What follows belongs to an exercise in optimizing a design on an open flow for small area, a short achievable clock period and few clock cycles; a production flow would make more cautious choices.
Only simulation tests tie the RTL to the original design; equivalence was not proved.
Power is estimated from default activity; no workload was simulated.

==> flow/design.v (excerpt) <==
module ptvr_rast (
    input  wire        clk,
    input  wire        rst,
    input  wire        host_valid,
    input  wire        host_write,
    input  wire [3:0]  host_addr,
    input  wire [31:0] host_wdata,
    output wire        host_ready,
    output reg  [31:0] host_rdata,
    output reg         mem_valid,
    output reg         mem_write,
    output wire [31:0] mem_addr,
    output reg  [31:0] mem_wdata,
    input  wire        mem_ready,
    input  wire [31:0] mem_rdata
);
    localparam VTX_MAX = 16;
    localparam A_CMD = 4'd0, A_STATUS = 4'd1, A_FB = 4'd2, A_COLOR = 4'd3,
               A_ARG0 = 4'd4, A_ARG1 = 4'd5, A_ARG2 = 4'd6, A_NVERT = 4'd7,
               A_GW = 4'd8, A_GH = 4'd9, A_GS = 4'd10, A_CAP = 4'd11;
    localparam [3:0] G_IDLE  = 4'd0,
                     G_FIND  = 4'd1,
                     G_INIT  = 4'd2,
                     G_VW    = 4'd3,
                     G_BAND  = 4'd7,
                     G_ROW1  = 4'd8,
                     G_ROW2  = 4'd9,
  ...
export LEC_CHECK = 0
export ABC_AREA = 1
export CAP_MARGIN = 20
export CORE_MARGIN = 2
export CORE_UTILIZATION = 55
export CTS_CLUSTER_DIAMETER = 100
export CTS_CLUSTER_SIZE = 22
export SLEW_MARGIN = 20
create_clock -name core_clock -period 30.0 [get_ports {clk}]
standard.sh (not shown) runs the stock make flow with config.mk's settings and CLKGATE_MAP_FILE= SYNTH_SCRIPT=/design/flow/synth_recipe.tcl, a recipe that flattens the netlist after the stock synthesis.
==> flow/flow/run.sh <==
#!/bin/bash
# The standard layout (the standard.sh: unchanged synthesis, steps and
# constraints), with two changes to how it is optimised:
#  - the buffers that placement puts on every input and output port are
#    sky130_fd_sc_hd__buf_2 cells instead of the slow delay buffer that
#    buffer_ports picks by default;
#  - repair_timing aims for 17 ns of setup slack at the design's 30 ns
#    clock, so that it sizes up the few gates on the paths that set the
#    period the design achieves.
# The full output of the make run is kept in standard.log; each ORFS step
# also writes its own log under orfs/logs/.
set -euo pipefail
export BUFFER_PORTS_ARGS="-buffer_cell sky130_fd_sc_hd__buf_2"
export SETUP_SLACK_MARGIN=17
bash standard.sh > standard.log 2>&1
The starting point finished clean.
Testbench counts at the start, summed over its fixed seeds: cycles 187,993.
Edit:
CTS_CLUSTER_DIAMETER = default   (was 100)
CTS_CLUSTER_SIZE = default   (was 22)
The new run passed the timing, design-rule and antenna checks; wire length rises by 2.7%; total power rises by 13%; setup slack gets worse by 0.049 ns; cell area rises by 3.8%; cell count rises by 1.4%; clock power rises by 64%; global-route usage rises by 1.1 points; core utilization rises by 2.3 points; hold slack gets worse by 0.012 ns; non-clock buffer count falls by 1; die area is unchanged.

---

ptvr_rast, a different RTL version from the one above (not shown whole).
For scale: ~10000 cells after synthesis, roughly 1800 flip-flops, ~170 I/O pins, ~83000 um2 of cells after synthesis.
Design ptvr_rast, start of the top module:
module ptvr_rast (
    input  wire        clk,
    input  wire        rst,
    input  wire        host_valid,
    input  wire        host_write,
    input  wire [3:0]  host_addr,
    input  wire [31:0] host_wdata,
    output wire        host_ready,
    output reg  [31:0] host_rdata,
    output reg         mem_valid,
    output reg         mem_write,
    output wire [31:0] mem_addr,
    output reg  [31:0] mem_wdata,
    input  wire        mem_ready,
    input  wire [31:0] mem_rdata
);
==> flow/config.mk <==
export PLATFORM = sky130hd
export DESIGN_NAME = ptvr_rast
export DESIGN_NICKNAME = ptvr_rast
export VERILOG_FILES = /design/flow/design.v
export SDC_FILE = /design/flow/constraint.sdc
export NUM_CORES = 4
export LEC_CHECK = 0
export ABC_AREA = 1
export CAP_MARGIN = 20
export CORE_MARGIN = 2
export CORE_UTILIZATION = 55
export CTS_BUF_LIST = sky130_fd_sc_hd__clkbuf_8
export SLEW_MARGIN = 20
==> flow/constraint.sdc <==
create_clock -name core_clock -period 30.0 [get_ports {clk}]
set_input_delay 6.0000 -clock core_clock [delete_from_list [all_inputs] [get_ports {clk}]]
set_output_delay 6.0000 -clock core_clock [all_outputs]
set_load 0.01 [all_outputs]
==> flow/flow/run.sh <==
#!/bin/bash
# The standard layout (the standard.sh: unchanged synthesis, steps and
# constraints), with two changes to how it is optimised:
#  - the buffers that placement puts on every input and output port are
#    sky130_fd_sc_hd__buf_2 cells instead of the slow delay buffer that
#    buffer_ports picks by default;
#  - repair_timing aims for 16.5 ns of setup slack at the design's 30 ns
#    clock, so that it sizes up the few gates on the paths that set the
#    period the design achieves.
# The full output of the make run is kept in standard.log; each ORFS step
# also writes its own log under orfs/logs/.
set -euo pipefail
export BUFFER_PORTS_ARGS="-buffer_cell sky130_fd_sc_hd__buf_2"
export SETUP_SLACK_MARGIN=16.5
bash standard.sh > standard.log 2>&1
Testbench counts at the start, summed over its fixed seeds: cycles 187,993.
Then changed:
==> flow/run.sh (new file) <==
#!/bin/bash
# synth_recipe.tcl (not shown) runs the flow's synth.tcl, then flattens the netlist and writes it again
# the make line also repeats each setting of config.mk as NAME=value (left out here)
make -C /OpenROAD-flow-scripts/flow DESIGN_CONFIG=/design/flow/config.mk WORK_HOME=/design/flow/orfs CLKGATE_MAP_FILE= SYNTH_SCRIPT=/design/flow/synth_recipe.tcl finish
removed: flow/flow/run.sh
removed: flow/standard.sh
Outcome: Flip-flop and latch count is unchanged. Total power fell by 0.89%. Final cell count stays flat. Final area hardly moves. Synthesized area stays the same. Utilization hardly moves. Critical path depth is unchanged. Wire length is about the same. Synthesized cell count stays the same.

static timing again, ports no longer ideal:
No port has a modelled driver above. Below, the same layouts with a new extraction and two added sets of constraints.
Step 1 assumes that a clkbuf_16 drives the clock port and a buf_2 every other input.
Step 2 also shifts input and output timing later by t, the mid clock arrival at the registers, as if the neighbouring blocks saw the same clock.
a / b / c = no drivers / after step 1 / after step 2; a / b = the first two.
run | shift t [ns] | setup WS [ns] | worst data-port slew with drivers (ns)
the first run of note 1 | 0.835 | 16.587 / 16.534 / 16.534 | 0.08
the second run of note 1 | 0.925 | 16.538 / 16.490 / 16.490 | 0.08
the first run of note 2 | 1.032 | 16.491 / 16.451 / 16.451 | 0.12
the second run of note 2 | 1.075 | 14.719 / 14.685 / 14.685 | 0.10
After both steps setup and hold are still met in every run listed. The setup slack of the first run of note 1, which loses most, moves by -0.053 ns with the drivers and by -0.053 ns with both steps.
